This is an optimization exercise on Yosys and OpenROAD, whose aim is small area, not a production implementation. The RTL was checked by simulation tests, not by an equivalence proof against the original design. The flow treats the clock pin as an ideal source, which a real chip does not have.

wip/cedar:
==> flow/design.v (excerpt) <==
module ble_transport (
    input  wire       clk,
    input  wire       rst,           
    input  wire       cmd_valid,
    input  wire [7:0] cmd_data,
    output wire       cmd_ready,
    output wire       rsp_valid,
    output wire [7:0] rsp_data,
    input  wire       rsp_ready,
    output reg        reqn,
    input  wire       rdyn,
    output wire       xfer_req,
    output wire [7:0] xfer_tx,
    input  wire       xfer_ack,
    input  wire [7:0] xfer_rx,
    output wire       fatal,
    output wire [7:0] fatal_cause
);
    assign fatal       = 1'b0;
    assign fatal_cause = 8'h00;
    localparam [3:0] OP_INIT = 4'h1, OP_SEND = 4'h2, OP_PEEK = 4'h3, OP_GET = 4'h4,
                     OP_TXE  = 4'h5, OP_TXF  = 4'h6, OP_RXE  = 4'h7, OP_RXF = 4'h8,
                     OP_FLUSH = 4'h9, OP_DEBUG = 4'hA;
    localparam [3:0] H_IDLE = 4'd0,    
                     H_ARGI = 4'd1,    
                     H_ARGD = 4'd2,    
                     H_SLEN = 4'd3,    
                     H_SPAY = 4'd4,    
                     H_SZ   = 4'd5,    
                     H_SEND = 4'd6,    
                     H_EVP  = 4'd7,    
                     H_EVG  = 4'd8,    
                     H_RW   = 4'd9,    
                     H_RWD  = 4'd10,   
                     H_RST  = 4'd11,   
                     H_RWT  = 4'd12,   
                     H_RDAT = 4'd13;   
    localparam [2:0] S_IDLE  = 3'd0,
                     S_ENTRY = 3'd1,
                     S_START = 3'd2,
                     S_LD0   = 3'd3,
                     S_XFER  = 3'd4,
                     S_WR    = 3'd5,
                     S_END   = 3'd6,
                     S_REARM = 3'd7;
    reg [1:0] th, tc, rh, rc;        
    reg       mode_edge, rdy_mask, attached, rdy_pend, rdyn_q, init_done;
    reg [2:0] svc_st;
    reg [7:0] xb;                    
    reg [5:0] k;                     
    reg [4:0] e;                     
    reg       rxnz;
    reg [3:0] h_st;
    reg [2:0] db;                    
    reg [4:0] j;                     
    reg [7:0] n;                     
    reg       st;                    
    reg [1:0] rsl;                   
    reg [255:0] txr0, txr1, txr2, rxr0, rxr1, rxr2;
    reg [4:0]   pb;                  
    function [1:0] add3;             
  ...
==> flow/config.mk <==
export PLATFORM = sky130hd
export DESIGN_NAME = ble_transport
export DESIGN_NICKNAME = ble_transport
export VERILOG_FILES = /design/flow/design.v
export SDC_FILE = /design/flow/constraint.sdc
export NUM_CORES = 4
export LEC_CHECK = 0
export CAP_MARGIN = 20
export CORE_MARGIN = 2
export CORE_UTILIZATION = 60
export SLEW_MARGIN = 20
==> flow/constraint.sdc <==
create_clock -name core_clock -period 10.0 [get_ports {clk}]
set_input_delay 2.0000 -clock core_clock [delete_from_list [all_inputs] [get_ports {clk}]]
set_output_delay 2.0000 -clock core_clock [all_outputs]
set_load 0.01 [all_outputs]
standard.sh (not shown) runs the stock make flow with config.mk's settings and CLKGATE_MAP_FILE= SYNTH_SCRIPT=/design/flow/synth_recipe.tcl, a recipe that flattens the netlist after the stock synthesis.
==> flow/flow/run.sh <==
#!/bin/bash
# The standard layout (standard.sh), with these changes:
#  - synthesis is the standard flow's own script (synth_recipe.tcl) with one difference:
#    ABC maps the logic with its default area-oriented liberty script and no
#    delay target (ORFS passes -D 10.0, which ABC reads as 10 ps, with a speed
#    script).  Registers are mapped before ABC, so they are the same, with the
#    same names and cells, as the standard synthesis's;
#  - clock tree synthesis adds no dummy loads and uses sink clusters of up to
#    34 flip-flops within 60 um (fewer leaf buffers, clock-pin slew ~115 ps);
#  - port buffers are buf_1 (every input and output still gets one);
#  - core utilisation comes from config.mk.
# Each step's output goes to its own log here; ORFS's logs are under orfs/logs.
set -euo pipefail
export CTS_ARGS="-sink_clustering_enable -repair_clock_nets -dont_use_dummy_load -sink_clustering_size 34 -sink_clustering_max_diameter 60"
export BUFFER_PORTS_ARGS="-buffer_cell sky130_fd_sc_hd__buf_1"

# area_synth.tcl: synth_recipe.tcl preceded by a wrapper for ABC
{
  cat flow/abc_area.tcl
  cat synth_recipe.tcl
} > area_synth.tcl
sed "s#SYNTH_SCRIPT=[^ ]*#SYNTH_SCRIPT=$PWD/area_synth.tcl#" standard.sh > area_synth_step.sh
grep -q "SYNTH_SCRIPT=$PWD/area_synth.tcl" area_synth_step.sh

bash area_synth_step.sh synth > synth_flow.log 2>&1
bash standard.sh > standard_flow.log 2>&1
==> flow/flow/abc_area.tcl <==
# Area-oriented technology mapping: drop the ABC script, delay target and
# constraint file that ORFS's synthesis passes, so ABC runs its default
# liberty mapping.  Sourced ahead of synth_recipe.tcl.
proc abc {args} {
  set kept {}
  set skip 0
  foreach a $args {
    if {$skip} { set skip 0; continue }
    if {$a in {-script -D -constr}} { set skip 1; continue }
    lappend kept $a
  }
  yosys abc {*}$kept
}
The following lists how wip/harbor was set up differently from wip/cedar:
==> flow/flow/run.sh <==
#!/bin/bash
# The standard layout (standard.sh), with three changes:
#  - clock tree synthesis adds no dummy loads and uses sink clusters of up to
#    30 flip-flops within 60 um (fewer leaf buffers, clock-pin slew ~105 ps);
#  - port buffers are buf_1 (every input and output still gets one);
#  - core utilisation comes from config.mk.
set -euo pipefail
export CTS_ARGS="-sink_clustering_enable -repair_clock_nets -dont_use_dummy_load -sink_clustering_size 30 -sink_clustering_max_diameter 60"
export BUFFER_PORTS_ARGS="-buffer_cell sky130_fd_sc_hd__buf_1"
bash standard.sh > standard_flow.log 2>&1
removed: flow/flow/abc_area.tcl
Results
- NOTE non-clock buffer total of the final layout wip/cedar->wip/harbor decreased slightly
- Between wip/cedar and wip/harbor, the flow reports number of fill cells increasing slightly.
- Cmp wip/harbor and wip/cedar / normalized max-slew margin / lower: wip/cedar
- wip/harbor has completed all stages; timing, DRC and antenna checks passed.
- Of the two values seen for top layer used by detailed routing, met4 was produced by wip/harbor and met5 by wip/cedar.

---

Another version of the RTL of ble_transport (not shown whole).
Size: roughly 2300 cells after synthesis, ~51 I/O pins, about 0.037 mm^2 of cells after synthesis.
==> flow/config.mk <==
export PLATFORM = sky130hd
export DESIGN_NAME = ble_transport
export DESIGN_NICKNAME = ble_transport
export VERILOG_FILES = /design/flow/design.v
export SDC_FILE = /design/flow/constraint.sdc
export NUM_CORES = 4
export LEC_CHECK = 0
export CAP_MARGIN = 20
export CORE_MARGIN = 2
export CORE_UTILIZATION = 60
export SLEW_MARGIN = 20
==> flow/constraint.sdc <==
create_clock -name core_clock -period 10.0 [get_ports {clk}]
set_input_delay 2.0000 -clock core_clock [delete_from_list [all_inputs] [get_ports {clk}]]
set_output_delay 2.0000 -clock core_clock [all_outputs]
set_load 0.01 [all_outputs]
==> flow/flow/run.sh <==
#!/bin/bash
# The standard layout (standard.sh), with three changes:
#  - clock tree synthesis adds no dummy loads and uses sink clusters of up to
#    34 flip-flops within 60 um (fewer leaf buffers, clock-pin slew ~115 ps);
#  - port buffers are buf_1 (every input and output still gets one);
#  - core utilisation comes from config.mk.
set -euo pipefail
export CTS_ARGS="-sink_clustering_enable -repair_clock_nets -dont_use_dummy_load -sink_clustering_size 34 -sink_clustering_max_diameter 60"
export BUFFER_PORTS_ARGS="-buffer_cell sky130_fd_sc_hd__buf_1"
bash standard.sh > standard_flow.log 2>&1
The first run ran to the end with no violations.
Next try:
--- a/flow/flow/run.sh
+++ b/flow/flow/run.sh
@@ -1,3 +1,8 @@
 #!/bin/bash
-# The standard layout (standard.sh), with three changes:
+# The standard layout (standard.sh), with these changes:
+#  - synthesis is the standard flow's own script (synth_recipe.tcl) with one difference:
+#    ABC maps the logic with its default area-oriented liberty script and no
+#    delay target (ORFS passes -D 10.0, which ABC reads as 10 ps, with a speed
+#    script).  Registers are mapped before ABC, so they are the same, with the
+#    same names and cells, as the standard synthesis's;
 #  - clock tree synthesis adds no dummy loads and uses sink clusters of up to
@@ -6,2 +11,3 @@
 #  - core utilisation comes from config.mk.
+# Each step's output goes to its own log here; ORFS's logs are under orfs/logs.
 set -euo pipefail
@@ -9,2 +15,12 @@
 export BUFFER_PORTS_ARGS="-buffer_cell sky130_fd_sc_hd__buf_1"
+
+# area_synth.tcl: synth_recipe.tcl preceded by a wrapper for ABC
+{
+  cat flow/abc_area.tcl
+  cat synth_recipe.tcl
+} > area_synth.tcl
+sed "s#SYNTH_SCRIPT=[^ ]*#SYNTH_SCRIPT=$PWD/area_synth.tcl#" standard.sh > area_synth_step.sh
+grep -q "SYNTH_SCRIPT=$PWD/area_synth.tcl" area_synth_step.sh
+
+bash area_synth_step.sh synth > synth_flow.log 2>&1
 bash standard.sh > standard_flow.log 2>&1
==> flow/flow/abc_area.tcl (new file) <==
# Area-oriented technology mapping: drop the ABC script, delay target and
# constraint file that ORFS's synthesis passes, so ABC runs its default
# liberty mapping.  Sourced ahead of synth_recipe.tcl.
proc abc {args} {
  set kept {}
  set skip 0
  foreach a $args {
    if {$skip} { set skip 0; continue }
    if {$a in {-script -D -constr}} { set skip 1; continue }
    lappend kept $a
  }
  yosys abc {*}$kept
}
What happened: Non-clock buffer count is lower by 6; area after synthesis went down slightly; first-iteration DRC count shrinks by a few percent; via count falls by a few percent.

static timing again, ports no longer ideal:
Ports are ideal in the flow. The routed layouts listed here were re-timed in OpenROAD.
Step 1 sets driving cells, clkbuf_16 on the clock port and buf_2 on the other inputs (assumed; they add their load-dependent delay and slew).
Step 2 also shifts input and output timing later by t, the mid clock arrival at the registers, as if the neighbouring blocks saw the same clock.
Slacks: ideal / step 1 / step 2; pairs: ideal / step 1.
run | t, ns | slack for setup (ns) | slew at the worst register clock pin (ns) | pins driven straight from the clock port
wip/cedar | 0.679 | 3.386 / 3.327 / 3.041 | 0.12 / 0.12 | 1
wip/harbor | 0.653 | 3.970 / 3.907 / 3.618 | 0.11 / 0.11 | 1
the first run of note 2 | 0.675 | 3.518 / 3.459 / 4.134 | 0.11 / 0.11 | 1
the second run of note 2 | 0.684 | 3.296 / 3.234 / 3.919 | 0.11 / 0.11 | 1
After both steps setup and hold are still met in every run listed. The setup slack of wip/harbor, which loses most, moves by -0.063 ns with the drivers and by -0.352 ns with both steps.
